Source: an optimization exercise on an open RTL-to-GDS flow (aim: small area, a short achievable clock period and few clock cycles per item). Production flows keep margins and buffers that such runs may drop. Where RTL was checked, it was by simulation tests only, not by an equivalence proof against the original. Function not checked in runs 1 to 3: the RTL went through the layout flow alone. No activity file was given, so power comes from the tool's default toggle rates.

`flow/config.mk`:
```
export PLATFORM = sky130hd
export DESIGN_NAME = rm_encoder
export DESIGN_NICKNAME = rm_encoder
export VERILOG_FILES = /design/flow/design.v
export SDC_FILE = /design/flow/constraint.sdc
export NUM_CORES = 4
export LEC_CHECK = 0
export CAP_MARGIN = 20
export CORE_MARGIN = 2
export CORE_UTILIZATION = 40
export SLEW_MARGIN = 20
```
`flow/constraint.sdc`:
```
create_clock -name core_clock -period 11.0 [get_ports {clk}]
set_input_delay 2.2000 -clock core_clock [delete_from_list [all_inputs] [get_ports {clk}]]
set_output_delay 2.2000 -clock core_clock [all_outputs]
set_load 0.01 [all_outputs]
```
`flow/design.v`:
```
module rm_encoder (
    input  wire       clk,
    input  wire       rst,
    input  wire       in_valid,
    input  wire [7:0] in_data,
    input  wire       in_eos,
    output wire       in_ready,
    output wire       out_valid,
    output wire [7:0] out_data,
    output wire       out_last,
    input  wire       out_ready
);
    localparam [2:0] R_IDLE  = 3'd0,
                     R_COUNT = 3'd1,
                     R_ENTRY = 3'd2,
                     R_LIT   = 3'd3,
                     R_TERM1 = 3'd4,
                     R_TERM2 = 3'd5;
    reg [7:0]  data [0:31];
    reg [31:0] big;            
    reg [31:0] first;          
    reg       rdy;             
    reg [4:0] w;               
    reg       wfull;           
    reg       pend;            
    reg [4:0] pend_pos;
    reg [7:0] cop;             
    reg [2:0] ncand;           
    reg [1:0] term_cnt;        
    reg [2:0] rs;
    reg [4:0] r;               
    reg [2:0] b;               
    reg       parity;          
    reg       ov, sv;
    reg [7:0] od, sd;
    reg       ol, sl;
    integer q;
    reg [31:0] eq;
    always @(*)
        for (q = 0; q < 32; q = q + 1)
            eq[q] = (data[q] == cop);
    reg  [31:0] peq;           
    always @(*)
        for (q = 0; q < 32; q = q + 1)
            peq[q] = eq[q] & (q < pend_pos);
    function [5:0] th4;
        input [3:0] v;
        begin
            th4[0] = |v;
            th4[1] = (v[0] & v[1]) | (v[0] & v[2]) | (v[0] & v[3]) |
                     (v[1] & v[2]) | (v[1] & v[3]) | (v[2] & v[3]);
            th4[2] = (v[0] & v[1] & v[2]) | (v[0] & v[1] & v[3]) |
                     (v[0] & v[2] & v[3]) | (v[1] & v[2] & v[3]);
            th4[3] = &v;
            th4[5:4] = 2'b00;
        end
    endfunction
    function [5:0] thadd;
        input [5:0] a;
        input [5:0] c;
        reg [6:0] x, y;
        integer i, k;
        begin
            x = {a, 1'b1};
            y = {c, 1'b1};
            for (k = 1; k <= 6; k = k + 1) begin
                thadd[k-1] = 1'b0;
                for (i = 0; i <= k; i = i + 1)
                    thadd[k-1] = thadd[k-1] | (x[i] & y[k-i]);
            end
        end
    endfunction
    wire [5:0] t8_0 = thadd(th4(peq[3:0]),   th4(peq[7:4]));
    wire [5:0] t8_1 = thadd(th4(peq[11:8]),  th4(peq[15:12]));
    wire [5:0] t8_2 = thadd(th4(peq[19:16]), th4(peq[23:20]));
    wire [5:0] t8_3 = thadd(th4(peq[27:24]), th4(peq[31:28]));
    wire [5:0] tsum = thadd(thadd(t8_0, t8_1), thadd(t8_2, t8_3));
    wire       new_big   = tsum[4];                 
    wire       new_cand  = tsum[4] & ~tsum[5];      
    wire       new_first = ~|peq;
    wire [31:0] cand = first & big;
    wire [31:0] pf0 = {cand[30:0], 1'b0};
    wire [31:0] pf1 = pf0 | {pf0[30:0], 1'b0};
    wire [31:0] pf2 = pf1 | {pf1[29:0], 2'b0};
    wire [31:0] pf3 = pf2 | {pf2[27:0], 4'b0};
    wire [31:0] pf4 = pf3 | {pf3[23:0], 8'b0};
    wire [31:0] below = pf4 | {pf4[15:0], 16'b0};
    wire [31:0] sel = cand & ~below;
    wire        more = |cand;    
    reg [31:0] rdec;
    always @(*)
        for (q = 0; q < 32; q = q + 1)
            rdec[q] = (r == q);
    wire [31:0] msel = (rs == R_ENTRY) ? sel : rdec;
    reg [7:0] mux_val;
    always @(*) begin
        mux_val = 8'd0;
        for (q = 0; q < 32; q = q + 1)
            mux_val = mux_val | (msel[q] ? data[q] : 8'd0);
    end
    wire lit_here = ~|(rdec & big);
    wire [2:0] ncand_inc = ncand + 3'd1;
    wire [2:0] ncand_now = (pend && new_cand) ? ncand_inc : ncand;
    reg       nv;
    reg [7:0] nd;
    reg       nl;
    always @(*) begin
        nv = 1'b0;
        nd = 8'h00;
        nl = 1'b0;
        case (rs)
            R_COUNT: begin nv = 1'b1; nd = {5'd0, ncand_now}; end
            R_ENTRY: begin
                nv = 1'b1;
                case (b)
                    3'd0:    nd = mux_val;
                    3'd1:    nd = {eq[0], eq[1], eq[2], eq[3], eq[4], eq[5], eq[6], eq[7]};
                    3'd2:    nd = {eq[8], eq[9], eq[10], eq[11], eq[12], eq[13], eq[14], eq[15]};
                    3'd3:    nd = {eq[16], eq[17], eq[18], eq[19], eq[20], eq[21], eq[22], eq[23]};
                    default: nd = {eq[24], eq[25], eq[26], eq[27], eq[28], eq[29], eq[30], eq[31]};
                endcase
            end
            R_LIT:   begin nv = lit_here; nd = mux_val; end
            R_TERM1: begin nv = 1'b1; nd = 8'hFF; nl = ~parity; end
            R_TERM2: begin nv = 1'b1; nd = 8'hFF; nl = 1'b1; end
            default: ;
        endcase
    end
    wire produce = ~sv;                
    wire adv     = produce | ~nv;      
    assign in_ready = rdy;
    wire in_fire  = in_valid && rdy;
    wire wr_byte  = in_fire && !in_eos;
    wire eos_fire = in_fire && in_eos;
    wire fill     = wr_byte && (w == 5'd31);    
    wire tdone = produce && ((rs == R_TERM1 && !parity) || rs == R_TERM2);
    wire [1:0] terms_left = term_cnt - {1'b0, tdone};
    wire [2:0] next_job = (terms_left != 2'd0) ? R_TERM1 :
                          (wfull || fill)      ? R_COUNT : R_IDLE;
    wire last_entry = (rs == R_ENTRY) && produce && (b == 3'd4) && !more;
    reg [2:0] rs_n;
    reg [4:0] r_n;
    always @(*) begin
        rs_n = rs;
        r_n  = r;
        case (rs)
            R_IDLE:  rs_n = next_job;
            R_COUNT: if (produce) begin
                r_n  = 5'd0;
                rs_n = (ncand_now == 3'd0) ? R_LIT : R_ENTRY;
            end
            R_ENTRY: if (last_entry)
                rs_n = R_LIT;
            R_LIT: if (adv) begin
                r_n = r + 5'd1;
                if (r == 5'd31)
                    rs_n = next_job;
            end
            R_TERM1: if (produce)
                rs_n = parity ? R_TERM2 : next_job;
            R_TERM2: if (produce)
                rs_n = next_job;
            default: rs_n = R_IDLE;
        endcase
    end
    wire       take       = (rs_n == R_COUNT) && (rs != R_COUNT);
    wire [4:0] w_n        = eos_fire ? 5'd0 : wr_byte ? w + 5'd1 : w;
    wire [1:0] term_cnt_n = term_cnt + {1'b0, eos_fire} - {1'b0, tdone};
    wire       sv_n       = ov && !out_ready && (sv || nv);
    wire last_lit = (rs == R_LIT) && adv && (r == 5'd31);
    wire rdy_n = !fill && !wfull && !term_cnt[1] &&
                 ((rs == R_IDLE) || (rs == R_TERM1) || (rs == R_TERM2) || last_lit ||
                  ((rs == R_LIT) && ((w_n != r_n) || !sv_n)) ||
                  (last_entry && !sv_n));
    assign out_valid = ov;
    assign out_data  = od;
    assign out_last  = ol;
    integer p;
    always @(posedge clk) begin
        for (p = 0; p < 32; p = p + 1)
            if (rdy && w == p)
                data[p] <= in_data;
    end
    always @(posedge clk) begin
        for (p = 0; p < 32; p = p + 1) begin
            if (pend && pend_pos == p) begin
                big[p]   <= new_big;
                first[p] <= new_first;
            end else begin
                if (pend && peq[p] && new_cand)
                    big[p] <= 1'b1;
                if (rs == R_ENTRY && b == 3'd0 && produce && sel[p])
                    first[p] <= 1'b0;
            end
        end
    end
    always @(posedge clk) begin
        if (rst) begin
            rdy      <= 1'b0;
            w        <= 5'd0;
            wfull    <= 1'b0;
            pend     <= 1'b0;
            pend_pos <= 5'd0;
            cop      <= 8'd0;
            ncand    <= 3'd0;
            term_cnt <= 2'd0;
            rs       <= R_IDLE;
            r        <= 5'd0;
            b        <= 3'd0;
            parity   <= 1'b0;
            ov       <= 1'b0;
            od       <= 8'd0;
            ol       <= 1'b0;
            sv       <= 1'b0;
            sd       <= 8'd0;
            sl       <= 1'b0;
        end else begin
            rdy      <= rdy_n;
            w        <= w_n;
            wfull    <= (wfull || fill) && !take;
            term_cnt <= term_cnt_n;
            rs       <= rs_n;
            r        <= r_n;
            pend <= wr_byte;
            if (wr_byte) begin
                pend_pos <= w;
                cop      <= in_data;
            end
            if (pend) begin
                if (pend_pos == 5'd0)
                    ncand <= 3'd0;
                else if (new_cand)
                    ncand <= ncand_inc;
            end
            if (!ov || out_ready) begin
                if (sv) begin
                    ov <= 1'b1; od <= sd; ol <= sl;
                end else begin
                    ov <= nv; od <= nd; ol <= nl;
                end
            end else if (produce && nv) begin
                sd <= nd; sl <= nl;
            end
            sv <= sv_n;
            if (produce && nv)
                parity <= ~parity;
            if ((rs == R_TERM1 || rs == R_TERM2) && tdone)
                parity <= 1'b0;
            if (rs == R_COUNT && produce)
                b <= 3'd0;
            if (rs == R_ENTRY && produce) begin
                if (b == 3'd0)
                    cop <= mux_val;
                b <= (b == 3'd4) ? 3'd0 : b + 3'd1;
            end
        end
    end
endmodule
```
`flow/flow/run.sh`:
```
#!/bin/bash
bash standard.sh SETUP_SLACK_MARGIN=7 finish > standard.log 2>&1
```
`flow/standard.sh`:
```
#!/bin/bash
# synth_recipe.tcl (not shown) runs the flow's synth.tcl, then flattens the netlist and writes it again
# the make line also repeats each setting of config.mk as NAME=value (left out here)
make -C /OpenROAD-flow-scripts/flow DESIGN_CONFIG=/design/flow/config.mk WORK_HOME=/design/flow/orfs CLKGATE_MAP_FILE= SYNTH_SCRIPT=/design/flow/synth_recipe.tcl "${@:-finish}"
```
==> flow_summary.toml, run 1 <==
[outcome]
status = "timing/DRC/antenna clean"

[timing]
drv_slew = 0
rsz0062_at_grt = "yes"
fmax_mhz = 222
relSlewSlack = 0.176
final.period_utilization = 0.409
whs_ns = 0.452
tightest_slew_ns = 1.23
final_hold_viol_count = 0
skew_ns = 0.0235
setup_viol = 0
period_minus_slack_ns = 4.49
setup_tns_ns = 0

[setup_path]
slowest_delay_ns = 0.58
path_cells = "buf_12 > buf_12 > xnor2_1 > nand4_1 > a2111oi_2 > buf_4 > buf_4 > o21ai_0 > o221ai_2 > a2111oi_4 > nor2_1 > a2111oi_2 > buf_4 > o22a_1 > o211ai_4 > or4_4 > a21oi_4 > o311ai_2 > a21oi_1"
crit_family = "compound AO/OA/AOI/OAI gates"
worstPathMaxFanout = 6
r2r_end = "od[2]$_SDFFE_PP0P_"
cp.depth = 19
startpoint = "cop[4]$_SDFF_PP0_"
reg2reg_depth = 19
critPathBufInv = 5
critical_path.endpoint = "od[2]$_SDFFE_PP0P_"
crit_path_start_kind = "flop"
path_class = "flop to flop"
critPathRequiredTime_ns = 11.51
worst_path_max_delay_cell = "or4_4"
cp.arrival_ns = 5.00
rrSetupSlack_ns = 6.51
crit_top_cell = "buf_4"
end_kind = "flop"
r2r-start = "cop[4]$_SDFF_PP0_"

[clock_network]
clk_latency_ns = 0.59
clockRootBuffer = "clkbuf_16"
ctsHoldBuffers = 0
cts_made_buffers = 41
clk_pin_slew_worst_paths_ns = 0.06
clock-sinks = 378
htreeDepth = 2
cts_buffer_depth = 3
cts_tree = "yes"

[global_routing]
overflow = 0
antenna_found_initial = 0
grt_start_max_net_pins = 59
grt_pass1_wl_um = 130000
first_global_vias = 19300
grt_usage = 0.308

[route]
drc_errors = 0
first_pass_iters = 7
viasPerCell = 6.57
drt_iter0_drc = 3500
drt-total-wl_um = 91800
vias = 20400
wl_per_cell_um = 29.6
drtAntennaViolNets = 0

[finish]
drive_above_1_share = 0.257
diodes = 0
final_nets = 2359
area_growth_syn_to_layout_pct = 25.3
final_common_cell = "edfxtp_1"
final_cell_mix = "320 x edfxtp_1, 201 x nand2_1, 176 x nor2_1, 171 x buf_4, 146 x xnor2_1"

[placed_design]
gp_congestion = 0.976
portBuffers = 23
place_hpwl_um = 61900

[logic_synthesis]
syn_area_um2 = 22400
async_flop_share = 0
synth_seq_cells = 378
synth_nets = 2179
syn_inst = 2146
ys_seq_area_frac = 0.481
ys.flop_type = "edfxtp_1"
syn_area_per_cell_um2 = 10.4
synth-edff-count = 320
ys_warn_count = 2
synth_cell_types = 104

[power]
ir_worst_vdd_uv = 169
p_leak_uw = 0.00934
total_power_uw = 3710
combPwrFrac = 0.209
powerDensity_nw_per_um2 = 132
pwr-share-seq = 0.441
power_frac_clock = 0.350
internal_power_uw = 2610
p_sw_uw = 1090
p_sw_frac = 0.295

[die]
floorplan.initialDensity = 0.406
design.die.area_um2 = 57900
rows = 86
die_y_um = 241
core_area_um2 = 55200
die_w_um = 241
ioPinCount = 24

[min_path]
hold_path_class = "flop to flop"

[run]
maxCapViolCount = 0
## registers in the layout, summed over array words and instances, names as in the netlist
| signal | cells |
|---|---|
| ov | 1 |
| big | 32 |
| pend_pos | 5 |
| rs | 3 |
| rdy | 1 |
| sl | 1 |
| od | 8 |
| first | 32 |
| ncand | 3 |
| data | 256 |
| wfull | 1 |
| w | 5 |
| sd | 8 |
| b | 3 |
| r | 5 |
| pend | 1 |
| term_cnt | 2 |
| ol | 1 |
| sv | 1 |
| cop | 8 |
| parity | 1 |
## layer usage
metal | GRT usage | wire (µm)
met5 | 0 | 0
met4 | 0.160 | 5670
met3 | 0.0715 | 11000
met2 | 0.462 | 39700
met1 | 0.416 | 35400
## through the flow
step | util | area (µm²) | instances | worst slack (ns)
floorplan | - | 22400 | 2146 | 6.98
global placement | 0.418 | 23100 | 2845 | 5.35
detailed placement | 0.418 | 23100 | 2845 | 5.36
CTS | 0.495 | 27300 | 3064 | 6.64
global route | 0.508 | 28100 | 3104 | 6.32
finish | 0.508 | 28100 | 3104 | 6.51
## worst min-delay path by stage
stage | start | endpoint | slack, ns | cells after the start
after floorplan | sl$_SDFFE_PP0P_ | sl$_SDFFE_PP0P_ | 0.44 | 2
after global placement | od[7]$_SDFFE_PP0P_ | od[7]$_SDFFE_PP0P_ | 0.44 | 2
after detailed placement | od[3]$_SDFFE_PP0P_ | od[3]$_SDFFE_PP0P_ | 0.45 | 2
after CTS | od[3]$_SDFFE_PP0P_ | od[3]$_SDFFE_PP0P_ | 0.46 | 2
after global routing | od[6]$_SDFFE_PP0P_ | od[6]$_SDFFE_PP0P_ | 0.47 | 2
final | od[3]$_SDFFE_PP0P_ | od[3]$_SDFFE_PP0P_ | 0.45 | 2
## worst reg2reg max path: stages, from the launching register on
cell	delay [ns]
dfxtp_4	0.35
buf_12	0.15
buf_12	0.15
xnor2_1	0.13
nand4_1	0.22
a2111oi_2	0.08
buf_4	0.19
buf_4	0.15
o21ai_0	0.22
o221ai_2	0.21
a2111oi_4	0.47
nor2_1	0.11
a2111oi_2	0.40
buf_4	0.17
o22a_1	0.19
o211ai_4	0.16
or4_4	0.58
a21oi_4	0.21
o311ai_2	0.11
a21oi_1	0.16
## final cells by class
type / count / area [µm²]
repair buffers: 252 / 2650
clock buffers: 55 / 1090
well taps: 748 / 936
multi-input cells: 1608 / 12300
clock inverters: 18 / 116
fillers: 4769 / 27100
inverters: 45 / 174
flip-flops and latches: 378 / 10800
## cells by family (layout without fill, tap and decap cells)
group | after synthesis | in the layout | share of synthesized area
and+or+nand+nor | 806 | 809 | 0.180
buffers and inverters | 163 | 370 | 0.0482
xor gates and xnor gates | 265 | 265 | 0.104
muxes | 4 | 4 | 0.00184
adders and majority gates | 30 | 30 | 0.0157
DFF | 378 | 378 | 0.481
AOI/OAI and AO/OA | 500 | 500 | 0.170
## power groups by stage
stage               registers (µW)  logic (µW)  clock network [µW]
detailed placement            1660         539                   0
global placement              1660         533                   0
CTS                           1630         705                1300
finish                        1630         776                1300
floorplan                     1640         417                   0
global route                  1640         806                1350
## Yosys cell counts, types with 7 or more instances
cell type / n / area, µm²
edfxtp_1: 320 / 9610
nand2_1: 211 / 792
nor2_1: 192 / 721
xnor2_1: 149 / 1310
xor2_1: 116 / 1020
o21ai_0: 98 / 490
nand3_1: 93 / 465
nand4_1: 82 / 513
clkbuf_1: 62 / 233
dfxtp_1: 58 / 1160
a21oi_1: 56 / 280
a22oi_1: 50 / 375
inv_1: 44 / 165
a222oi_1: 38 / 380
nor4_1: 35 / 219
nor3_1: 34 / 170
a221oi_1: 32 / 280
or3_1: 29 / 181
nor2b_1: 24 / 150
a211oi_1: 22 / 165
o22ai_1: 21 / 131
ha_1: 20 / 250
and3_1: 18 / 113
buf_12: 17 / 340
o21ai_1: 17 / 85.1
buf_2: 15 / 75.1
o211ai_1: 15 / 113
a22o_1: 13 / 114
and2_1: 13 / 81.3
or2_2: 13 / 81.3
buf_6: 12 / 135
or4_1: 12 / 90.1
o31ai_1: 11 / 82.6
a211o_1: 10 / 87.6
nand2b_1: 10 / 62.6
a31oi_1: 9 / 56.3
maj3_1: 9 / 90.1
o221ai_1: 8 / 70.1
buf_8: 7 / 105
## repair_timing
action                                 CTS  global route
setup buffers                          131            37
gates resized for setup                361            69
cloned                                  15             3
setup endpoints to repair              121            84
pin swaps                              105            42
endpoints found under the hold margin    0             0
==> run 2: changes to the inputs <==
--- a/flow/design.v
+++ b/flow/design.v
@@ -101,5 +101,4 @@
     wire lit_here = ~|(rdec & big);
     wire [2:0] ncand_inc = ncand + 3'd1;
-    wire [2:0] ncand_now = (pend && new_cand) ? ncand_inc : ncand;
     reg       nv;
     reg [7:0] nd;
@@ -110,5 +109,5 @@
         nl = 1'b0;
         case (rs)
-            R_COUNT: begin nv = 1'b1; nd = {5'd0, ncand_now}; end
+            R_COUNT: begin nv = 1'b1; nd = {5'd0, ncand}; end
             R_ENTRY: begin
                 nv = 1'b1;
@@ -137,5 +136,5 @@
     wire [1:0] terms_left = term_cnt - {1'b0, tdone};
     wire [2:0] next_job = (terms_left != 2'd0) ? R_TERM1 :
-                          (wfull || fill)      ? R_COUNT : R_IDLE;
+                          wfull                ? R_COUNT : R_IDLE;
     wire last_entry = (rs == R_ENTRY) && produce && (b == 3'd4) && !more;
     reg [2:0] rs_n;
@@ -148,5 +147,5 @@
             R_COUNT: if (produce) begin
                 r_n  = 5'd0;
-                rs_n = (ncand_now == 3'd0) ? R_LIT : R_ENTRY;
+                rs_n = (ncand == 3'd0) ? R_LIT : R_ENTRY;
             end
             R_ENTRY: if (last_entry)
@@ -201,18 +200,9 @@
             wfull    <= 1'b0;
             pend     <= 1'b0;
-            pend_pos <= 5'd0;
-            cop      <= 8'd0;
-            ncand    <= 3'd0;
             term_cnt <= 2'd0;
             rs       <= R_IDLE;
-            r        <= 5'd0;
-            b        <= 3'd0;
             parity   <= 1'b0;
             ov       <= 1'b0;
-            od       <= 8'd0;
-            ol       <= 1'b0;
             sv       <= 1'b0;
-            sd       <= 8'd0;
-            sl       <= 1'b0;
         end else begin
             rdy      <= rdy_n;
@@ -221,25 +211,7 @@
             term_cnt <= term_cnt_n;
             rs       <= rs_n;
-            r        <= r_n;
-            pend <= wr_byte;
-            if (wr_byte) begin
-                pend_pos <= w;
-                cop      <= in_data;
-            end
-            if (pend) begin
-                if (pend_pos == 5'd0)
-                    ncand <= 3'd0;
-                else if (new_cand)
-                    ncand <= ncand_inc;
-            end
-            if (!ov || out_ready) begin
-                if (sv) begin
-                    ov <= 1'b1; od <= sd; ol <= sl;
-                end else begin
-                    ov <= nv; od <= nd; ol <= nl;
-                end
-            end else if (produce && nv) begin
-                sd <= nd; sl <= nl;
-            end
+            pend     <= wr_byte;
+            if (!ov || out_ready)
+                ov <= sv || nv;
             sv <= sv_n;
             if (produce && nv)
@@ -247,11 +219,33 @@
             if ((rs == R_TERM1 || rs == R_TERM2) && tdone)
                 parity <= 1'b0;
-            if (rs == R_COUNT && produce)
-                b <= 3'd0;
-            if (rs == R_ENTRY && produce) begin
-                if (b == 3'd0)
-                    cop <= mux_val;
-                b <= (b == 3'd4) ? 3'd0 : b + 3'd1;
-            end
+        end
+    end
+    always @(posedge clk) begin
+        r <= r_n;
+        if (wr_byte) begin
+            pend_pos <= w;
+            cop      <= in_data;
+        end
+        if (pend) begin
+            if (pend_pos == 5'd0)
+                ncand <= 3'd0;
+            else if (new_cand)
+                ncand <= ncand_inc;
+        end
+        if (!ov || out_ready) begin
+            if (sv) begin
+                od <= sd; ol <= sl;
+            end else begin
+                od <= nd; ol <= nl;
+            end
+        end else if (produce && nv) begin
+            sd <= nd; sl <= nl;
+        end
+        if (rs == R_COUNT && produce)
+            b <= 3'd0;
+        if (rs == R_ENTRY && produce) begin
+            if (b == 3'd0)
+                cop <= mux_val;
+            b <= (b == 3'd4) ? 3'd0 : b + 3'd1;
         end
     end
--- a/flow/config.mk
+++ b/flow/config.mk
@@ -9,3 +9,4 @@
 export CORE_MARGIN = 2
 export CORE_UTILIZATION = 40
+export CTS_BUF_LIST = sky130_fd_sc_hd__clkbuf_8
 export SLEW_MARGIN = 20
==> flow_summary.toml, run 2 <==
[outcome]
status = "timing/DRC/antenna clean"

[timing]
tightest_slew_ns = 1.17
drv_slew = 0
skew_ns = 0.0440
final.period_utilization = 0.406
rsz0062_at_grt = "yes"
setup_viol = 0
setup_tns_ns = 0
final_hold_viol_count = 0
period_minus_slack_ns = 4.47
fmax_mhz = 224
relSlewSlack = 0.214

[setup_path]
cp.arrival_ns = 4.90
end_kind = "flop"
path_class = "flop to flop"
startpoint = "cop[3]$_DFF_P_"
critPathRequiredTime_ns = 11.43
critical_path.endpoint = "big[6]$_SDFFCE_PN1P_"
crit_path_start_kind = "flop"
worstPathMaxFanout = 14
r2r_end = "big[6]$_SDFFCE_PN1P_"
r2r-start = "cop[3]$_DFF_P_"
reg2reg_depth = 19
rrSetupSlack_ns = 6.53

[route]
wl_per_cell_um = 29.1
first_pass_iters = 9
drtAntennaViolNets = 0
drt_iter0_drc = 3228
viasPerCell = 6.58
drc_errors = 0
drt-total-wl_um = 91200
vias = 20600

[finish]
drive_above_1_share = 0.236
final_cell_mix = "349 x edfxtp_1, 194 x nand2_1, 184 x nor2_1, 176 x buf_4, 173 x xor2_1"
nFillCells = 5001
area_growth_syn_to_layout_pct = 23.4
largest_register_ffs = 256
largestRegisters = "data: 256 flops, big: 32 flops, first: 32 flops"
final_area_um2 = 27900
top_register = "data"
final_common_cell = "edfxtp_1"
final_nets = 2362

[global_routing]
first_global_vias = 19600
grt_pass1_wl_um = 131000
overflow = 0
antenna_found_initial = 1
grt_start_max_net_pins = 34
grt_usage = 0.301

[clock_network]
clk_latency_ns = 0.68
htreeDepth = 3
cts_made_buffers = 67
cts_tree = "yes"
clk_pin_slew_worst_paths_ns = 0.06
ctsHoldBuffers = 0
clock-sinks = 378
cts_buffer_depth = 3
clockRootBuffer = "clkbuf_8"

[power]
p_leak_uw = 0.00968
powerDensity_nw_per_um2 = 186
ir_worst_vdd_uv = 123

[run]
maxCapViolCount = 0

[placed_design]
gp_congestion = 0.979
place_hpwl_um = 61500
placed_area_um2 = 23500
portBuffers = 23

[logic_synthesis]
synth.area.top_cells = "edfxtp_1 46%, xor2_1 6.9%, xnor2_1 3.5%, nand2_1 3.4%, nor2_1 3.2%"
ys_warn_count = 2
synth_nets = 2158
synth_top_area_frac = 0.464
syn_area_um2 = 22600
ys_seq_area_frac = 0.490
syn_inst = 2124
synth-edff-count = 349
async_flop_share = 0
synth.most_common_cell = "edfxtp_1"
syn_area_per_cell_um2 = 10.6
synth_cell_types = 93
ys_top_cells_by_count = "349 x edfxtp_1, 204 x nand2_1, 194 x nor2_1, 177 x xor2_1, 89 x xnor2_1"
synth_top_area_cell = "edfxtp_1"
synth_seq_cells = 378
ys.flop_type = "edfxtp_1"

[min_path]
hold_path_class = "flop to flop"

[die]
die_w_um = 242
design.die.area_um2 = 58400
rows = 87
floorplan.initialDensity = 0.403
ioPinCount = 24
die_y_um = 242
core_area_um2 = 56100
## run 2: cell count changes in the layout (fill, tap and decap cells not counted), moves of 22 or more
cell / delta
dfxtp_1: -22
xor2_1: +71
o21ai_2: -31
clkbuf_8: +71
xnor2_1: -57
clkbuf_16: -43
edfxtp_1: +29
## run 2: layout make-up
cell class              instances  area, µm²  share of cell area
multi-input cells            1611      12100               0.434
flip-flops and latches        378      11100               0.398
repair buffers                240       2350              0.0843
clock buffers                  72        991              0.0356
well taps                     756        946              0.0339
clock inverters                46        287              0.0103
inverters                      30        115             0.00413
diodes                          2       5.00            0.000180
## run 2: repair_timing
action / in CTS / in global routing
cloned: 12 / 1
buffers inserted: 112 / 44
pin swaps: 65 / 28
resized for setup: 216 / 85
setup endpoints to repair: 130 / 83
## run 2: cells by family (layout without fill, tap and decap cells)
group                    count (synthesis)  count (layout)  share of synthesized area
AO/OA/AOI/OAI                          504             504                      0.168
XOR/XNOR                               266             266                      0.103
adder cells (fa/ha/maj)                 24              24                     0.0130
buffers and inverters                  140             388                     0.0397
flip-flops                             378             378                      0.490
multiplexers                            27              27                     0.0135
other                                    0               2                          0
AND/OR/NAND/NOR                        785             790                      0.172
## run 2: how the worst min path moves through the flow
stage                   startpoint                   to  slack [ns]  depth (start not counted)
3_3_place_gp   parity$_SDFFE_PP0P_  parity$_SDFFE_PP0P_        0.49                          2
6_report       parity$_SDFFE_PP0P_  parity$_SDFFE_PP0P_        0.52                          2
5_1_grt        parity$_SDFFE_PP0P_  parity$_SDFFE_PP0P_        0.55                          2
4_1_cts        parity$_SDFFE_PP0P_  parity$_SDFFE_PP0P_        0.52                          2
3_5_place_dp   parity$_SDFFE_PP0P_  parity$_SDFFE_PP0P_        0.50                          2
2_1_floorplan  parity$_SDFFE_PP0P_  parity$_SDFFE_PP0P_        0.48                          2
## run 2: power breakdown
group | internal, µW | total [µW] | switching, µW
Sequential | 1650 | 1720 | 75.0
Clock | 677 | 1290 | 616
Combinational | 824 | 2180 | 1360
Total | 3150 | 5200 | 2050
## run 2: per-stage QoR
stage	hold slack [ns]	util	power, µW	setup slack (ns)	instances
finish	0.518	0.497	5200	6.53	3135
global route	0.553	0.497	5340	6.45	3134
CTS	0.518	0.482	5040	6.60	3088
detailed placement	0.505	0.419	3360	5.30	2846
global placement	0.494	0.419	3340	5.44	2846
floorplan	0.476	-	2920	6.97	2124
## run 2: critical path, cell delays in order, from the launching register on
cell and delay (ns):
dfxtp_4 0.39, buf_12 0.16, buf_4 0.17, xor2_2 0.17, nor4_2 0.56, o211ai_1 0.17, buf_4 0.22, buf_4 0.14
nor3_2 0.39, a221oi_4 0.09, o221ai_1 0.42, a211o_1 0.22, a2111oi_4 0.06, buf_4 0.16, buf_4 0.13, o221ai_4 0.19
buf_12 0.16, nor3_4 0.05, buf_12 0.14, a32o_1 0.26
## run 2: per-layer routing
layer	GRT usage	part of all wire	vias up
li1	-	-	8646
met1	0.402	0.39	10100
met2	0.456	0.44	1592
met3	0.0800	0.12	300
met4	0.142	0.050	0
met5	0.000817	0	-
==> run 3: changes to the inputs <==
--- a/flow/config.mk
+++ b/flow/config.mk
@@ -9,4 +9,3 @@
 export CORE_MARGIN = 2
 export CORE_UTILIZATION = 40
-export CTS_BUF_LIST = sky130_fd_sc_hd__clkbuf_8
 export SLEW_MARGIN = 20
==> flow_summary.toml, run 3 <==
[outcome]
status = "timing/DRC/antenna clean"

[setup_path]
crit_path_start_kind = "flop"
crit_family = "simple AND/OR/NAND/NOR gates"
path_class = "flop to flop"
end_kind = "flop"
r2r_end = "big[9]$_SDFFCE_PN1P_"
worstPathMaxFanout = 13
crit_top_cell = "buf_4"
path_cells = "buf_12 > xor2_2 > nor4_4 > buf_4 > o2111a_2 > or4_4 > buf_6 > buf_4 > a2111oi_4 > nor2_2 > a2111oi_4 > buf_4 > o21ai_4 > buf_12 > or4_4 > a41o_1"
worst_path_max_delay_cell = "or4_4"
cp.arrival_ns = 4.80
reg2reg_depth = 16
slowest_delay_ns = 0.59
critPathBufInv = 6
r2r-start = "cop[1]$_DFF_P_"
critPathRequiredTime_ns = 11.35
rrSetupSlack_ns = 6.55

[min_path]
hold-path-endpoint = "parity$_SDFFE_PP0P_"
hold_path_class = "flop to flop"
hold_path_depth = 2
hold_start = "parity$_SDFFE_PP0P_"

[logic_synthesis]
syn_inst = 2124
syn_area_per_cell_um2 = 10.6
ys_top_cells_by_count = "349 x edfxtp_1, 204 x nand2_1, 194 x nor2_1, 177 x xor2_1, 89 x xnor2_1"
synth_top_area_cell = "edfxtp_1"
synth.area.top_cells = "edfxtp_1 46%, xor2_1 6.9%, xnor2_1 3.5%, nand2_1 3.4%, nor2_1 3.2%"
async_flop_share = 0
synth-edff-count = 349
synth_top_area_frac = 0.464
synth_nets = 2158
synth_seq_cells = 378
synth_cell_types = 93
ys_seq_area_frac = 0.490
ys.flop_type = "edfxtp_1"
synth.most_common_cell = "edfxtp_1"
syn_area_um2 = 22600
ys_warn_count = 2

[clock_network]
clock-sinks = 378
cts_made_buffers = 42
clk_latency_ns = 0.60
htreeDepth = 2
clockRootBuffer = "clkbuf_16"
ctsHoldBuffers = 0
cts_buffer_depth = 3
cts_tree = "yes"
clk_pin_slew_worst_paths_ns = 0.06

[route]
vias = 20600
drc_errors = 0
drtAntennaViolNets = 0
first_pass_iters = 9
drt_iter0_drc = 3085
wl_per_cell_um = 29.8
viasPerCell = 6.63
drt-total-wl_um = 92300

[die]
rows = 87
core_area_um2 = 56100
die_w_um = 242
design.die.area_um2 = 58400
die_y_um = 242
ioPinCount = 24
floorplan.initialDensity = 0.403

[global_routing]
overflow = 0
first_global_vias = 19500
grt_start_max_net_pins = 34
grt_pass1_wl_um = 131000
grt_usage = 0.300
antenna_found_initial = 1

[power]
powerDensity_nw_per_um2 = 194
p_leak_uw = 0.00985
ir_worst_vdd_uv = 142

[placed_design]
pre_cts_ws_ns = 5.30
portBuffers = 23
place_hpwl_um = 61500
placed_area_um2 = 23500
gp_congestion = 0.979

[finish]
diodes = 0
post-route-util = 0.511
final_nets = 2345
top_register = "data"
drive_above_1_share = 0.246
largest_register_ffs = 256
area_growth_syn_to_layout_pct = 26.8
final_area_um2 = 28600
largestRegisters = "data: 256 flops, big: 32 flops, first: 32 flops"
final_cell_mix = "349 x edfxtp_1, 190 x nand2_1, 184 x nor2_1, 169 x buf_4, 164 x xor2_1"
final_common_cell = "edfxtp_1"

[timing]
setup_tns_ns = 0
final_hold_viol_count = 0
layout_setup_ws_ns = 6.55
tightest_slew_ns = 1.24
skew_ns = 0.0198
setup_viol = 0
relSlewSlack = 0.167
fmax_mhz = 225
rsz0062_at_grt = "yes"
drv_slew = 0
period_minus_slack_ns = 4.45
final.period_utilization = 0.404

[run]
maxCapViolCount = 0
==> run 3: cell counts after synthesis <==
Identical to the previous run, type by type.
==> run 3: worst min-delay path: cells and delay by family, from the launching register on <==
| kind | cells | cell delay, ns |
|---|---|---|
| flops | 1 | 0.33 |
| mux | 1 | 0.07 |
| simple gates | 1 | 0.08 |
==> run 3: power breakdown <==
| group | internal, µW | switching, µW | leakage, µW |
|---|---|---|---|
| Sequential | 1650 | 77.4 | 0.00353 |
| Combinational | 907 | 1440 | 0.00563 |
| Clock | 853 | 624 | 0.000685 |
==> run 3: per-layer routing <==
| layer | routed length (µm) | share of wire | vias to the layer above | global-route usage |
|---|---|---|---|---|
| li1 | - | - | 8607 | - |
| met1 | 35700 | 0.39 | 10000 | 0.405 |
| met2 | 40000 | 0.43 | 1569 | 0.450 |
| met3 | 11300 | 0.12 | 370 | 0.0709 |
| met4 | 5370 | 0.058 | 0 | 0.148 |
| met5 | 0 | 0 | - | 0 |
==> run 3: how the worst max path moves through the flow <==
stage,startpoint,endpoint,slack (ns),cells after the start
after floorplan,pend_pos[0]$_DFFE_PP_,big[10]$_SDFFCE_PN1P_,6.97,16
after global placement,pend_pos[4]$_DFFE_PP_,big[4]$_SDFFCE_PN1P_,5.44,10
after detailed placement,pend_pos[4]$_DFFE_PP_,big[4]$_SDFFCE_PN1P_,5.30,10
after CTS,pend_pos[2]$_DFFE_PP_,big[16]$_SDFFCE_PN1P_,6.63,14
after global routing,cop[3]$_DFF_P_,big[9]$_SDFFCE_PN1P_,6.47,16
final,cop[1]$_DFF_P_,big[9]$_SDFFCE_PN1P_,6.55,16
==> run 3: layout make-up <==
type | instances | area [µm²]
Multi-Input combinational cell | 1611 | 12500
Clock inverter | 27 | 332
Tap cell | 756 | 946
Fill cell | 4822 | 27400
Timing Repair Buffer | 248 | 2560
Inverter | 30 | 115
Clock buffer | 50 | 1080
Sequential cell | 378 | 11100
==> run 3: metrics by stage <==
step | hold slack (ns) | cells | power (µW)
after floorplan | 0.476 | 2124 | 2920
after global placement | 0.494 | 2846 | 3340
after detailed placement | 0.505 | 2846 | 3360
after CTS | 0.518 | 3036 | 5270
after global routing | 0.552 | 3100 | 5670
final | 0.524 | 3100 | 5550
==> run 3: timing repair <==
action,4_1_cts,5_1_grt
setup buffers,100,60
resized for setup,251,124
pin swaps,63,49
endpoints found under the setup margin,131,82
gates cloned,13,4
hold endpoints to repair,0,0
==> run 3: kinds of logic (layout without fill, tap and decap cells) <==
kind of cell	count (synthesis)	count (layout)	share of synthesized area
simple gates	785	790	0.172
compound gates	504	504	0.168
flops	378	378	0.490
xor+xnor	266	266	0.103
buf+inv	140	355	0.0397
mux	27	27	0.0135
fa+ha+maj	24	24	0.0130
==> run 4: changes to the inputs <==
--- a/flow/design.v
+++ b/flow/design.v
@@ -20,15 +20,21 @@
     reg [31:0] big;            
     reg [31:0] first;          
-    reg       rdy;             
-    reg [4:0] w;               
-    reg       wfull;           
-    reg       pend;            
-    reg [4:0] pend_pos;
-    reg [7:0] cop;             
-    reg [2:0] ncand;           
-    reg [1:0] term_cnt;        
+    reg        rdy;            
+    reg [4:0]  w;              
+    reg        wfull;          
+    reg        pend;           
+    reg [4:0]  pend_pos;
+    reg [7:0]  cop;            
+    reg        pend2;          
+    reg [4:0]  pos2;
+    reg [31:0] peq2;           
+    reg [2:0]  ncand;          
+    reg [1:0]  term_cnt;       
     reg [2:0] rs;
     reg [4:0] r;               
     reg [2:0] b;               
+    reg [7:0] cval;            
+    reg [7:0] lval;            
+    reg       llit;            
     reg       parity;          
     reg       ov, sv;
@@ -40,5 +46,5 @@
         for (q = 0; q < 32; q = q + 1)
             eq[q] = (data[q] == cop);
-    reg  [31:0] peq;           
+    reg  [31:0] peq;
     always @(*)
         for (q = 0; q < 32; q = q + 1)
@@ -71,12 +77,12 @@
         end
     endfunction
-    wire [5:0] t8_0 = thadd(th4(peq[3:0]),   th4(peq[7:4]));
-    wire [5:0] t8_1 = thadd(th4(peq[11:8]),  th4(peq[15:12]));
-    wire [5:0] t8_2 = thadd(th4(peq[19:16]), th4(peq[23:20]));
-    wire [5:0] t8_3 = thadd(th4(peq[27:24]), th4(peq[31:28]));
+    wire [5:0] t8_0 = thadd(th4(peq2[3:0]),   th4(peq2[7:4]));
+    wire [5:0] t8_1 = thadd(th4(peq2[11:8]),  th4(peq2[15:12]));
+    wire [5:0] t8_2 = thadd(th4(peq2[19:16]), th4(peq2[23:20]));
+    wire [5:0] t8_3 = thadd(th4(peq2[27:24]), th4(peq2[31:28]));
     wire [5:0] tsum = thadd(thadd(t8_0, t8_1), thadd(t8_2, t8_3));
     wire       new_big   = tsum[4];                 
     wire       new_cand  = tsum[4] & ~tsum[5];      
-    wire       new_first = ~|peq;
+    wire       new_first = ~|peq2;
     wire [31:0] cand = first & big;
     wire [31:0] pf0 = {cand[30:0], 1'b0};
@@ -88,9 +94,10 @@
     wire [31:0] sel = cand & ~below;
     wire        more = |cand;    
-    reg [31:0] rdec;
+    reg [31:0] rnext;          
     always @(*)
         for (q = 0; q < 32; q = q + 1)
-            rdec[q] = (r == q);
-    wire [31:0] msel = (rs == R_ENTRY) ? sel : rdec;
+            rnext[q] = (r == ((q + 31) % 32));
+    wire use_sel = ((rs == R_COUNT) && (ncand != 3'd0)) || ((rs == R_ENTRY) && more);
+    wire [31:0] msel = use_sel ? sel : (rs == R_LIT) ? rnext : 32'd1;
     reg [7:0] mux_val;
     always @(*) begin
@@ -99,5 +106,5 @@
             mux_val = mux_val | (msel[q] ? data[q] : 8'd0);
     end
-    wire lit_here = ~|(rdec & big);
+    wire lit_next = ~|(((rs == R_LIT) ? rnext : 32'd1) & big);
     wire [2:0] ncand_inc = ncand + 3'd1;
     reg       nv;
@@ -113,5 +120,5 @@
                 nv = 1'b1;
                 case (b)
-                    3'd0:    nd = mux_val;
+                    3'd0:    nd = cval;
                     3'd1:    nd = {eq[0], eq[1], eq[2], eq[3], eq[4], eq[5], eq[6], eq[7]};
                     3'd2:    nd = {eq[8], eq[9], eq[10], eq[11], eq[12], eq[13], eq[14], eq[15]};
@@ -120,5 +127,5 @@
                 endcase
             end
-            R_LIT:   begin nv = lit_here; nd = mux_val; end
+            R_LIT:   begin nv = llit; nd = lval; end
             R_TERM1: begin nv = 1'b1; nd = 8'hFF; nl = ~parity; end
             R_TERM2: begin nv = 1'b1; nd = 8'hFF; nl = 1'b1; end
@@ -136,5 +143,5 @@
     wire [1:0] terms_left = term_cnt - {1'b0, tdone};
     wire [2:0] next_job = (terms_left != 2'd0) ? R_TERM1 :
-                          wfull                ? R_COUNT : R_IDLE;
+                          (wfull && !pend)     ? R_COUNT : R_IDLE;
     wire last_entry = (rs == R_ENTRY) && produce && (b == 3'd4) && !more;
     reg [2:0] rs_n;
@@ -183,9 +190,9 @@
     always @(posedge clk) begin
         for (p = 0; p < 32; p = p + 1) begin
-            if (pend && pend_pos == p) begin
+            if (pend2 && pos2 == p) begin
                 big[p]   <= new_big;
                 first[p] <= new_first;
             end else begin
-                if (pend && peq[p] && new_cand)
+                if (pend2 && peq2[p] && new_cand)
                     big[p] <= 1'b1;
                 if (rs == R_ENTRY && b == 3'd0 && produce && sel[p])
@@ -200,4 +207,5 @@
             wfull    <= 1'b0;
             pend     <= 1'b0;
+            pend2    <= 1'b0;
             term_cnt <= 2'd0;
             rs       <= R_IDLE;
@@ -212,4 +220,5 @@
             rs       <= rs_n;
             pend     <= wr_byte;
+            pend2    <= pend;
             if (!ov || out_ready)
                 ov <= sv || nv;
@@ -222,11 +231,13 @@
     end
     always @(posedge clk) begin
-        r <= r_n;
+        r    <= r_n;
+        pos2 <= pend_pos;
+        peq2 <= peq;
         if (wr_byte) begin
             pend_pos <= w;
             cop      <= in_data;
         end
-        if (pend) begin
-            if (pend_pos == 5'd0)
+        if (pend2) begin
+            if (pos2 == 5'd0)
                 ncand <= 3'd0;
             else if (new_cand)
@@ -242,9 +253,15 @@
             sd <= nd; sl <= nl;
         end
+        if (use_sel)
+            cval <= mux_val;
+        if (rs != R_LIT || adv) begin
+            lval <= mux_val;
+            llit <= lit_next;
+        end
         if (rs == R_COUNT && produce)
             b <= 3'd0;
         if (rs == R_ENTRY && produce) begin
             if (b == 3'd0)
-                cop <= mux_val;
+                cop <= cval;
             b <= (b == 3'd4) ? 3'd0 : b + 3'd1;
         end
--- a/flow/config.mk
+++ b/flow/config.mk
@@ -8,4 +8,5 @@
 export CAP_MARGIN = 20
 export CORE_MARGIN = 2
-export CORE_UTILIZATION = 40
+export CORE_UTILIZATION = 55
+export CTS_BUF_LIST = sky130_fd_sc_hd__clkbuf_8
 export SLEW_MARGIN = 20
==> flow_summary.toml, run 4 <==
[power]
combPwrFrac = 0.228
power_frac_clock = 0.327
internal_power_uw = 2880
p_sw_uw = 1420
p_sw_frac = 0.331
ir_worst_vdd_uv = 152
powerDensity_nw_per_um2 = 166
total_power_uw = 4310
pwr-share-seq = 0.445
p_leak_uw = 0.00873

[min_path]
hold-path-endpoint = "pend2$_SDFF_PP0_"
hold_path_class = "flop to flop"
hold_start = "pend$_SDFF_PP0_"
hold_path_depth = 1

[global_routing]
overflow = 0
grt_pass1_wl_um = 133000
grt_usage = 0.421
grt_start_max_net_pins = 38
antenna_found_initial = 2
first_global_vias = 19000

[route]
vias = 20500
viasPerCell = 7.21
wl_per_cell_um = 33.0
drtAntennaViolNets = 0
drt_iter0_drc = 3733
drt-total-wl_um = 93700
first_pass_iters = 9
drc_errors = 0

[logic_synthesis]
ys_seq_area_frac = 0.524
synth_compound_gate_area_share = 0.159
synth_top_family_by_area = "simple AND/OR/NAND/NOR gates"
ys_top_cells_by_count = "366 x edfxtp_1, 242 x nand2_1, 171 x xor2_1, 167 x nor2_1, 103 x clkbuf_1"
ys.flop_type = "edfxtp_1"
synth_nets = 2251
syn_area_um2 = 23500
ys_warn_count = 2
synth_top_area_frac = 0.468
synth-edff-count = 366
synth_mux_area_frac = 0.00863
synth_top_area_cell = "edfxtp_1"
synth_seq_cells = 432
synth_adder_area_share = 0.0151
syn_inst = 2217
synth.area.top_cells = "edfxtp_1 47%, xor2_1 6.4%, dfxtp_1 5.6%, nand2_1 3.9%, xnor2_1 3.5%"
synth.most_common_cell = "edfxtp_1"
synth-xor-area-share = 0.0988
synth_cell_types = 89
synth-simple-area-share = 0.165
syn_area_per_cell_um2 = 10.6
async_flop_share = 0

[finish]
diodes = 0
largest_register_ffs = 256
final_common_cell = "edfxtp_1"
drive_above_1_share = 0.115
top_register = "data"
final_nets = 2279
largestRegisters = "data: 256 flops, big: 32 flops, first: 32 flops"
final_cell_mix = "366 x edfxtp_1, 242 x nand2_1, 171 x xor2_1, 166 x nor2_1, 94 x xnor2_1"
area_growth_syn_to_layout_pct = 10.1
post-route-util = 0.616

[setup_path]
crit_top_cell = "and4_1"
r2r_end = "cval[5]$_DFFE_PN_"
crit_path_start_kind = "flop"
slowest_delay_ns = 0.97
worstPathMaxFanout = 8
reg2reg_depth = 9
cp.arrival_ns = 4.63
rrSetupSlack_ns = 6.90
critPathRequiredTime_ns = 11.53
worst_path_max_delay_cell = "o22ai_1"
r2r-start = "big[10]$_SDFFCE_PN1P_"
path_class = "flop to flop"
path_cells = "a222oi_1 > and4_1 > and4_1 > nand3_1 > o22ai_1 > a22oi_1 > nand4_1 > nor3_1 > nand2_1"
startpoint = "big[10]$_SDFFCE_PN1P_"
end_kind = "flop"

[timing]
setup_tns_ns = 0
relSlewSlack = 0.182
final.period_utilization = 0.372
setup_viol = 0
skew_ns = 0.0383
final_hold_viol_count = 0
fmax_mhz = 244
tightest_slew_ns = 1.22
rsz0062_at_grt = "no"
drv_slew = 0
layout_setup_ws_ns = 6.90
period_minus_slack_ns = 4.10
whs_ns = 0.458

[clock_network]
clk_latency_ns = 0.68
htreeDepth = 3
cts_buffer_depth = 3
cts_tree = "yes"
clockRootBuffer = "clkbuf_8"
cts_made_buffers = 74
clock-sinks = 432
clk_pin_slew_worst_paths_ns = 0.06

[outcome]
status = "timing/DRC/antenna clean"

[placed_design]
pre_cts_ws_ns = 6.11
gp_congestion = 1.06
portBuffers = 23
place_hpwl_um = 68600

[die]
floorplan.initialDensity = 0.559
die_w_um = 211
design.die.area_um2 = 44400
core_area_um2 = 42000
rows = 75
ioPinCount = 24
die_y_um = 211

[run]
maxCapViolCount = 0
run 4: critical path: cells and delay by family (launching register included):
family,cells,cell delay [ns]
compound gates,3,1.96
simple gates,6,1.51
flops,1,0.48
run 4: worst max path at each step:
stage,endpoint,slack [ns],depth (start not counted)
floorplan,sd[0]$_DFFE_PP_,7.34,2
global placement,rdy$_SDFF_PP0_,6.17,10
detailed placement,rdy$_SDFF_PP0_,6.11,10
CTS,rdy$_SDFF_PP0_,7.00,10
global route,rdy$_SDFF_PP0_,6.99,10
finish,cval[5]$_DFFE_PN_,6.90,9
run 4: cell type report:
cell class,count,area (µm²)
Clock buffer,81,1110
Clock inverter,51,289
Fill cell,3440,16200
Inverter,35,135
Multi-Input combinational cell,1616,10600
Sequential cell,432,12300
Tap cell,539,674
Timing Repair Buffer,86,726
run 4: layer usage:
| layer | track usage | share of wire | vias up |
|---|---|---|---|
| met4 | 0.279 | 0.080 | 2 |
| met2 | 0.612 | 0.42 | 1722 |
| met1 | 0.557 | 0.36 | 9872 |
| met3 | 0.111 | 0.14 | 389 |
| li1 | - | - | 8504 |
| met5 | 0 | 0.00014 | - |
run 4: cells by family after synthesis:
| family | after synthesis |
|---|---|
| AOI/OAI and AO/OA | 511 |
| xor gates and xnor gates | 265 |
| muxes | 18 |
| and+or+nand+nor | 792 |
| buffers and inverters | 169 |
| adders and majority gates | 30 |
| DFF | 432 |
run 4: timing repair:
| item | 4_1_cts | 5_1_grt |
|---|---|---|
| buffers inserted | 1 | 11 |
| gates resized for setup | 9 | 14 |
| pin swaps | 1 | 3 |
| hold buffers | 0 | 0 |
| setup endpoints to repair | 44 | 26 |
run 4: metrics by stage:
step / area (µm²) / cells
3_5_place_dp: 24300 / 2696
6_report: 25900 / 2840
3_3_place_gp: 24300 / 2695
2_1_floorplan: 23500 / 2217
4_1_cts: 25700 / 2829
5_1_grt: 25900 / 2840
run 4: power by group through the flow:
stage	logic [µW]	registers [µW]	clock network, µW
after floorplan	641	1900	0
after global placement	921	1950	0
after detailed placement	941	1950	0
after CTS	945	1910	1410
after global routing	1020	1920	1480
final	982	1920	1410
Testbench counts of run 4, summed over its fixed seeds: cycles 41,344, bytes 29,871.
==> run 5: changes to the inputs <==
==> flow/flow/run.sh (replaced) <==
#!/bin/bash
bash standard.sh SETUP_SLACK_MARGIN=7 MATCH_CELL_FOOTPRINT=0 finish > standard.log 2>&1
==> flow_summary.toml, run 5 <==
[clock_network]
cts_made_buffers = 74
clock-sinks = 432
htreeDepth = 3
clk_pin_slew_worst_paths_ns = 0.06
clockRootBuffer = "clkbuf_8"
cts_buffer_depth = 3
cts_tree = "yes"
ctsHoldBuffers = 0
clk_latency_ns = 0.68

[finish]
post-route-util = 0.617
largest_register_ffs = 256
final_nets = 2282
final_cell_mix = "366 x edfxtp_1, 242 x nand2_1, 171 x xor2_1, 166 x nor2_1, 94 x xnor2_1"
top_register = "data"
drive_above_1_share = 0.116
final_common_cell = "edfxtp_1"
largestRegisters = "data: 256 flops, big: 32 flops, first: 32 flops"
area_growth_syn_to_layout_pct = 10.3
diodes = 0

[route]
viasPerCell = 7.19
drt_iter0_drc = 3629
first_pass_iters = 8
vias = 20400
drt-total-wl_um = 94300
wl_per_cell_um = 33.2
drc_errors = 0
drtAntennaViolNets = 0

[placed_design]
pre_cts_ws_ns = 6.11
portBuffers = 23
place_hpwl_um = 68600
gp_congestion = 1.06

[timing]
final.period_utilization = 0.357
period_minus_slack_ns = 3.92
fmax_mhz = 255
drv_slew = 0
rsz0062_at_grt = "no"
tightest_slew_ns = 1.21
final_hold_viol_count = 0
setup_viol = 0
layout_setup_ws_ns = 7.08
relSlewSlack = 0.187
skew_ns = 0.0358
setup_tns_ns = 0

[logic_synthesis]
synth.area.top_cells = "edfxtp_1 47%, xor2_1 6.4%, dfxtp_1 5.6%, nand2_1 3.9%, xnor2_1 3.5%"
synth_cell_types = 89
synth_seq_cells = 432
ys_seq_area_frac = 0.524
synth-edff-count = 366
async_flop_share = 0
synth_top_area_frac = 0.468
syn_inst = 2217
ys_warn_count = 2
ys_top_cells_by_count = "366 x edfxtp_1, 242 x nand2_1, 171 x xor2_1, 167 x nor2_1, 103 x clkbuf_1"
synth.most_common_cell = "edfxtp_1"
syn_area_per_cell_um2 = 10.6
syn_area_um2 = 23500
ys.flop_type = "edfxtp_1"
synth_top_area_cell = "edfxtp_1"
synth_nets = 2251

[die]
ioPinCount = 24
die_w_um = 211
design.die.area_um2 = 44400
die_y_um = 211
rows = 75
core_area_um2 = 42000
floorplan.initialDensity = 0.559

[global_routing]
grt_usage = 0.422
grt_pass1_wl_um = 133000
grt_start_max_net_pins = 38
first_global_vias = 19000
overflow = 0
antenna_found_initial = 3

[min_path]
hold-path-endpoint = "pend2$_SDFF_PP0_"
hold_path_class = "flop to flop"
hold_path_depth = 1
hold_start = "pend$_SDFF_PP0_"

[power]
total_power_uw = 4310
internal_power_uw = 2880
powerDensity_nw_per_um2 = 166
power_frac_clock = 0.326
p_leak_uw = 0.00875
ir_worst_vdd_uv = 151
pwr-share-seq = 0.445
p_sw_frac = 0.330
p_sw_uw = 1420
combPwrFrac = 0.228

[setup_path]
crit_family = "buffers and inverters"
r2r-start = "r[2]$_DFF_P_"
critPathRequiredTime_ns = 8.80
path_cells = "clkdlybuf4s50_1"
crit_path_start_kind = "flop"
path_class = "flop to primary output"
worstPathMaxFanout = 14
end_kind = "primary output"
reg2reg_depth = 9
rrSetupSlack_ns = 7.08
cp.arrival_ns = 1.72
worst_path_max_delay_cell = "clkdlybuf4s50_1"
slowest_delay_ns = 0.58
r2r_end = "cval[3]$_DFFE_PN_"
critPathBufInv = 1

[run]
maxCapViolCount = 0

[outcome]
status = "timing/DRC/antenna clean"
-- run 5: cell counts after synthesis --
Identical to the previous run, type by type.
-- run 5: area by class of cell --
cell class | count | area [µm²]
fill | 3442 | 16100
tap | 539 | 674
sequential | 432 | 12300
timing repair buffer | 89 | 756
inverter | 35 | 135
clock inverter | 51 | 289
clock buffer | 81 | 1110
multi-input combinational | 1616 | 10600
-- run 5: power by group through the flow --
stage                     Combinational, µW  Sequential [µW]  Clock, µW
after floorplan                         641             1900          0
after global placement                  921             1950          0
after detailed placement                941             1950          0
after CTS                               945             1910       1410
after global routing                   1020             1920       1480
final                                   983             1920       1400
-- run 5: logic make-up (layout without fill, tap and decap cells) --
family	count (synthesis)	after routing	synth area share
compound gates	511	511	0.159
xor+xnor	265	265	0.0988
fa+ha+maj	30	30	0.0151
buf+inv	169	256	0.0292
flops	432	432	0.524
mux	18	18	0.00863
simple gates	792	792	0.165
-- run 5: through the flow --
| stage | std cells | instance area (µm²) | hold slack, ns |
|---|---|---|---|
| 5_1_grt | 2843 | 25900 | 0.474 |
| 6_report | 2843 | 25900 | 0.457 |
| 2_1_floorplan | 2217 | 23500 | 0.346 |
| 3_5_place_dp | 2696 | 24300 | 0.463 |
| 3_3_place_gp | 2695 | 24300 | 0.453 |
| 4_1_cts | 2829 | 25700 | 0.462 |
-- run 5: repair_timing --
item / 4_1_cts / 5_1_grt
endpoints found under the setup margin: 44 / 48
gates cloned: 0 / 1
gates resized for setup: 9 / 17
pin swaps: 1 / 3
buffers inserted: 1 / 11
-- run 5: how the worst max path moves through the flow --
| stage | start | to | slack [ns] | cells after the start |
|---|---|---|---|---|
| after floorplan | out_ready | sd[0]$_DFFE_PP_ | 7.34 | 2 |
| after global placement | in_valid | rdy$_SDFF_PP0_ | 6.17 | 10 |
| after detailed placement | in_valid | rdy$_SDFF_PP0_ | 6.11 | 10 |
| after CTS | in_valid | rdy$_SDFF_PP0_ | 7.00 | 10 |
| after global routing | in_valid | rdy$_SDFF_PP0_ | 6.99 | 10 |
| final | rdy$_SDFF_PP0_ | in_ready | 7.08 | 1 |
-- run 5: routing by layer --
layer  vias up  global-route usage  part of all wire
met5         -                   0           0.00036
met4         4               0.281             0.081
met3       409               0.118              0.13
met2      1684               0.614              0.42
met1      9845               0.552              0.36
li1       8489                   -                 -
==> run 6: changes to the inputs <==
==> flow/flow/run.sh (replaced) <==
#!/bin/bash
bash standard.sh SETUP_SLACK_MARGIN=7.3 MATCH_CELL_FOOTPRINT=0 finish > standard.log 2>&1
==> flow_summary.toml, run 6 <==
[finish]
area_growth_syn_to_layout_pct = 12.3
final_nets = 2294
diodes = 0
top_register = "data"
multi_input_area_um2 = 10900
ff_latch_area_um2 = 12300
largest_register_ffs = 256
nFillCells = 3410
final_cell_mix = "366 x edfxtp_1, 240 x nand2_1, 171 x xor2_1, 163 x nor2_1, 94 x xnor2_1"
largestRegisters = "data: 256 flops, big: 32 flops, first: 32 flops"
final_common_cell = "edfxtp_1"
drive_above_1_share = 0.139

[clock_network]
clk_latency_ns = 0.68
cts_made_buffers = 74
htreeDepth = 3
clock-sinks = 432
ctsHoldBuffers = 0
cts_buffer_depth = 3
clockRootBuffer = "clkbuf_8"
cts_tree = "yes"
clk_pin_slew_worst_paths_ns = 0.06

[min_path]
hold-path-endpoint = "pend2$_SDFF_PP0_"
hold_path_class = "flop to flop"
hold_path_depth = 1
hold_start = "pend$_SDFF_PP0_"

[setup_path]
path_class = "flop to flop"
worst_path_max_delay_cell = "nor4_1"
path_cells = "buf_4 > xor2_1 > nor4_1 > a21oi_1 > o31ai_1 > nand2_1 > nand2_1 > mux2_2"
slowest_delay_ns = 0.74
r2r_end = "od[5]$_DFFE_PP_"
worstPathMaxFanout = 24
end_kind = "flop"
reg2reg_depth = 8
cp.arrival_ns = 4.28
r2r-start = "cop[5]$_DFF_P_"
crit_path_start_kind = "flop"
critPathBufInv = 1
rrSetupSlack_ns = 7.26
critPathRequiredTime_ns = 11.54
crit_top_cell = "nand2_1"
crit_family = "compound AO/OA/AOI/OAI gates"

[timing]
rsz0062_at_grt = "no"
relSlewSlack = 0.222
fmax_mhz = 268
drv_slew = 0
skew_ns = 0.0391
whs_ns = 0.458
final_hold_viol_count = 0
final.period_utilization = 0.340
period_minus_slack_ns = 3.74
setup_tns_ns = 0
tightest_slew_ns = 1.16
setup_viol = 0

[route]
drt-total-wl_um = 95500
viasPerCell = 7.22
drt_iter0_drc = 3471
drc_errors = 0
wl_per_cell_um = 33.5
first_pass_iters = 7
drtAntennaViolNets = 0
vias = 20600

[power]
total_power_uw = 4310
powerDensity_nw_per_um2 = 163
p_leak_uw = 0.00904
ir_worst_vdd_uv = 152

[logic_synthesis]
synth_seq_cells = 432
synth_top_area_cell = "edfxtp_1"
ys_top_cells_by_count = "366 x edfxtp_1, 242 x nand2_1, 171 x xor2_1, 167 x nor2_1, 103 x clkbuf_1"
syn_area_per_cell_um2 = 10.6
synth.area.top_cells = "edfxtp_1 47%, xor2_1 6.4%, dfxtp_1 5.6%, nand2_1 3.9%, xnor2_1 3.5%"
synth_top_area_frac = 0.468
async_flop_share = 0
synth.most_common_cell = "edfxtp_1"
syn_inst = 2217
synth_cell_types = 89
ys_warn_count = 2
syn_area_um2 = 23500
synth_nets = 2251
ys.flop_type = "edfxtp_1"
ys_seq_area_frac = 0.524
synth-edff-count = 366

[global_routing]
grt_usage = 0.423
grt_start_max_net_pins = 38
overflow = 0
antenna_found_initial = 2
grt_pass1_wl_um = 134000
first_global_vias = 19100

[die]
ioPinCount = 24
design.die.area_um2 = 44400
core_area_um2 = 42000
die_w_um = 211
rows = 75
floorplan.initialDensity = 0.559
die_y_um = 211

[placed_design]
gp_congestion = 1.06
place_hpwl_um = 68600
portBuffers = 23

[outcome]
status = "timing/DRC/antenna clean"

[run]
maxCapViolCount = 0
-- run 6: cell counts after synthesis --
Identical to the previous run, type by type.
-- run 6: worst max path at each step --
stage	slack [ns]	to	start	cells past startpoint
after floorplan	7.34	sd[0]$_DFFE_PP_	out_ready	2
after global placement	6.17	rdy$_SDFF_PP0_	in_valid	10
after detailed placement	6.11	rdy$_SDFF_PP0_	in_valid	10
after CTS	7.23	lval[2]$_DFFE_PP_	big[17]$_SDFFCE_PN1P_	10
after global routing	7.25	ncand[1]$_SDFFCE_PN0P_	peq2[24]$_DFF_P_	10
final	7.26	od[5]$_DFFE_PP_	cop[5]$_DFF_P_	8
-- run 6: timing repair --
item | CTS | global route
cloned | 2 | 4
buffers inserted | 6 | 13
pin swaps | 4 | 16
endpoints found under the setup margin | 64 | 52
gates resized for setup | 43 | 55
-- run 6: cell families (layout without fill, tap and decap cells) --
| group | Yosys count | after routing | synth area share |
|---|---|---|---|
| AND/OR/NAND/NOR | 792 | 793 | 0.165 |
| multiplexers | 18 | 18 | 0.00863 |
| XOR/XNOR | 265 | 265 | 0.0988 |
| adder cells (fa/ha/maj) | 30 | 30 | 0.0151 |
| buffers and inverters | 169 | 266 | 0.0292 |
| AO/OA/AOI/OAI | 511 | 512 | 0.159 |
| flip-flops | 432 | 432 | 0.524 |
-- run 6: power by group --
part           leakage, µW  internal, µW  switching (µW)
Combinational      0.00433           327             660
Clock             0.000790           711             696
Sequential         0.00392          1840            71.2
-- run 6: area by class of cell --
type                       count  share of cell area
clock buffer                  81              0.0423
inverter                      35             0.00526
multi-input combinational   1618               0.413
clock inverter                51              0.0110
tap                          539              0.0256
sequential                   432               0.468
timing repair buffer          99              0.0348
-- run 6: metrics by stage --
step | cell area (µm²) | utilization | std cells | worst slack [ns]
floorplan | 23500 | - | 2217 | 7.34
global placement | 24300 | 0.577 | 2695 | 6.17
detailed placement | 24300 | 0.577 | 2696 | 6.11
CTS | 25900 | 0.617 | 2836 | 7.23
global route | 26400 | 0.628 | 2855 | 7.25
finish | 26400 | 0.628 | 2855 | 7.26
-- run 6: per-layer routing --
layer  vias up  wire length [µm]  track usage
met1      9891             33900        0.552
met4         4              8420        0.290
met2      1755             40100        0.621
li1       8526                 -            -
met3       447             13100        0.110
met5         -                24            0
==> run 7: changes to the inputs <==
==> flow/flow/run.sh (replaced) <==
#!/bin/bash
bash standard.sh SETUP_SLACK_MARGIN=7.6 MATCH_CELL_FOOTPRINT=0 finish > standard.log 2>&1
==> flow_summary.toml, run 7 <==
[outcome]
status = "timing/DRC/antenna clean"

[route]
drt_iter0_drc = 3713
wl_met3_um = 13000
drtAntennaViolNets = 0
wl_met1_um = 33700
first_pass_iters = 9
drc_errors = 0
wl_per_cell_um = 33.3
drt-total-wl_um = 96400
viasPerCell = 7.20
wl_met2_um = 41400
routed.top_layer = "met5"
vias = 20800

[power]
powerDensity_nw_per_um2 = 160
p_leak_uw = 0.00926
pwr-share-seq = 0.432
ir_worst_vdd_uv = 141
combPwrFrac = 0.239
p_sw_uw = 1450
p_sw_frac = 0.335
power_frac_clock = 0.329
internal_power_uw = 2880

[setup_path]
critPathBufInv = 1
path_cells = "buf_4 > xor2_1 > nor4_1 > a21oi_1 > o31ai_1 > nand2_1 > nand2_1 > mux2_2"
rrSetupSlack_ns = 7.44
crit_path_start_kind = "flop"
worst_path_max_delay_cell = "nor4_1"
cp.arrival_ns = 4.10
cp.depth = 8
slowest_delay_ns = 1.10
crit_family = "simple AND/OR/NAND/NOR gates"
reg2reg_depth = 8
path_class = "flop to flop"
critPathRequiredTime_ns = 11.55
critical_path.endpoint = "od[6]$_DFFE_PP_"
startpoint = "cop[2]$_DFF_P_"
worstPathMaxFanout = 33
r2r-start = "cop[2]$_DFF_P_"
crit_top_cell = "nand2_1"
r2r_end = "od[6]$_DFFE_PP_"
end_kind = "flop"

[clock_network]
cts_made_buffers = 77
clock-sinks = 432
ctsHoldBuffers = 0
clk_pin_slew_worst_paths_ns = 0.06
cts_tree = "yes"
cts_buffer_depth = 3
clockRootBuffer = "clkbuf_8"
clk_latency_ns = 0.70
htreeDepth = 3

[global_routing]
grt_start_max_net_pins = 38
grt_usage = 0.425
antenna_found_initial = 5
overflow = 0
grt_pass1_wl_um = 134000
first_global_vias = 19200

[timing]
rsz0062_at_grt = "yes"
skew_ns = 0.0488
period_minus_slack_ns = 3.56
whs_ns = 0.476
setup_viol = 0
setup_tns_ns = 0
tightest_slew_ns = 1.30
fmax_mhz = 281
final_hold_viol_count = 0
layout_setup_ws_ns = 7.44
final.period_utilization = 0.323
relSlewSlack = 0.127
drv_slew = 0

[logic_synthesis]
syn_area_per_cell_um2 = 10.6
synth_nets = 2251
ys_warn_count = 2
ys_top_cells_by_count = "366 x edfxtp_1, 242 x nand2_1, 171 x xor2_1, 167 x nor2_1, 103 x clkbuf_1"
synth.most_common_cell = "edfxtp_1"
synth_cell_types = 89
ys.flop_type = "edfxtp_1"
ys_seq_area_frac = 0.524
synth.area.top_cells = "edfxtp_1 47%, xor2_1 6.4%, dfxtp_1 5.6%, nand2_1 3.9%, xnor2_1 3.5%"
syn_inst = 2217
synth_top_area_frac = 0.468
synth_top_area_cell = "edfxtp_1"
synth_compound_gate_area_share = 0.159
synth-edff-count = 366
synth_top_family_by_area = "simple AND/OR/NAND/NOR gates"
synth-xor-area-share = 0.0988
synth_mux_area_frac = 0.00863
synth_adder_area_share = 0.0151
syn_area_um2 = 23500
synth_seq_cells = 432
synth-simple-area-share = 0.165
async_flop_share = 0

[die]
ioPinCount = 24
die_y_um = 211
core_area_um2 = 42000
die_w_um = 211
floorplan.initialDensity = 0.559
design.die.area_um2 = 44400
rows = 75

[min_path]
hold_path_depth = 1
hold_path_class = "flop to flop"

[placed_design]
gp_congestion = 1.09
portBuffers = 23
pre_cts_ws_ns = 6.26
place_hpwl_um = 66500

[finish]
drive_above_1_share = 0.181
ff_latch_area_um2 = 12300
multi_input_area_um2 = 11500
largest_register_ffs = 256
nFillCells = 3339
post-route-util = 0.647
final_common_cell = "edfxtp_1"
top_register = "data"
final_cell_mix = "366 x edfxtp_1, 238 x nand2_1, 171 x xor2_1, 156 x nor2_1, 94 x xnor2_1"
final_nets = 2326
largestRegisters = "data: 256 flops, big: 32 flops, first: 32 flops"
area_growth_syn_to_layout_pct = 15.7

[run]
maxCapViolCount = 0
==> run 7: power groups by stage <==
| stage | sequential, µW | clock, µW | combinational, µW |
|---|---|---|---|
| after CTS | 1870 | 1420 | 974 |
| after detailed placement | 1910 | 0 | 955 |
| after floorplan | 1900 | 0 | 642 |
| after global routing | 1880 | 1500 | 1070 |
| final | 1870 | 1430 | 1040 |
| after global placement | 1910 | 0 | 939 |
==> run 7: worst register-to-register path, cell delays in order (launching register included) <==
cell     delay (ns)
dfxtp_2        0.31
buf_4          0.56
xor2_1         0.22
nor4_1         1.10
a21oi_1        0.19
o31ai_1        0.61
nand2_1        0.15
nand2_1        0.13
mux2_2         0.15
==> run 7: how the worst min path moves through the flow <==
stage | startpoint | endpoint | slack (ns)
floorplan | pend_pos[4]$_DFFE_PP_ | pos2[4]$_DFF_P_ | 0.35
detailed placement | cop[0]$_DFF_P_ | cop[0]$_DFF_P_ | 0.46
global route | cop[0]$_DFF_P_ | cop[0]$_DFF_P_ | 0.49
CTS | cop[0]$_DFF_P_ | cop[0]$_DFF_P_ | 0.47
finish | pend$_SDFF_PP0_ | pend2$_SDFF_PP0_ | 0.48
global placement | pend$_SDFF_PP0_ | pend2$_SDFF_PP0_ | 0.46
==> run 7: cell families after synthesis <==
group / Yosys count
AO/OA/AOI/OAI: 511
flip-flops: 432
adder cells (fa/ha/maj): 30
AND/OR/NAND/NOR: 792
XOR/XNOR: 265
buffers and inverters: 169
multiplexers: 18
==> run 7: layout make-up <==
type | instances | share of cell area
Timing Repair Buffer | 125 | 0.0393
Multi-Input combinational cell | 1621 | 0.424
Antenna cell | 2 | 0.000184
Tap cell | 539 | 0.0248
Sequential cell | 432 | 0.454
Clock buffer | 81 | 0.0410
Inverter | 35 | 0.00525
Clock inverter | 60 | 0.0110
==> run 7: per-layer routing <==
layer	up-vias	track usage
met5	-	0
met4	6	0.295
met3	445	0.114
met2	1794	0.631
met1	10000	0.544
li1	8595	-
==> run 7: per-stage QoR <==
stage                     cell area, µm²  total power (µW)  cells
after floorplan                    23500              2540   2217
after global placement             24300              2850   2693
after detailed placement           24300              2860   2693
after CTS                          26400              4270   2862
after global routing               27200              4450   2894
final                              27200              4340   2895
==> run 7: what timing repair did <==
action                     CTS  global route
pin swaps                   53            45
buffers inserted            23            26
setup endpoints to repair   96           103
gates cloned                 5             4
gates resized for setup    122            96

Setup slack of run 7, layout unchanged: 7.444 ns with ideal ports, 7.444 ns with driving cells assumed (clock clkbuf_16, inputs buf_2), 7.086 ns with port delays also shifted by the 0.724 ns mid clock arrival.
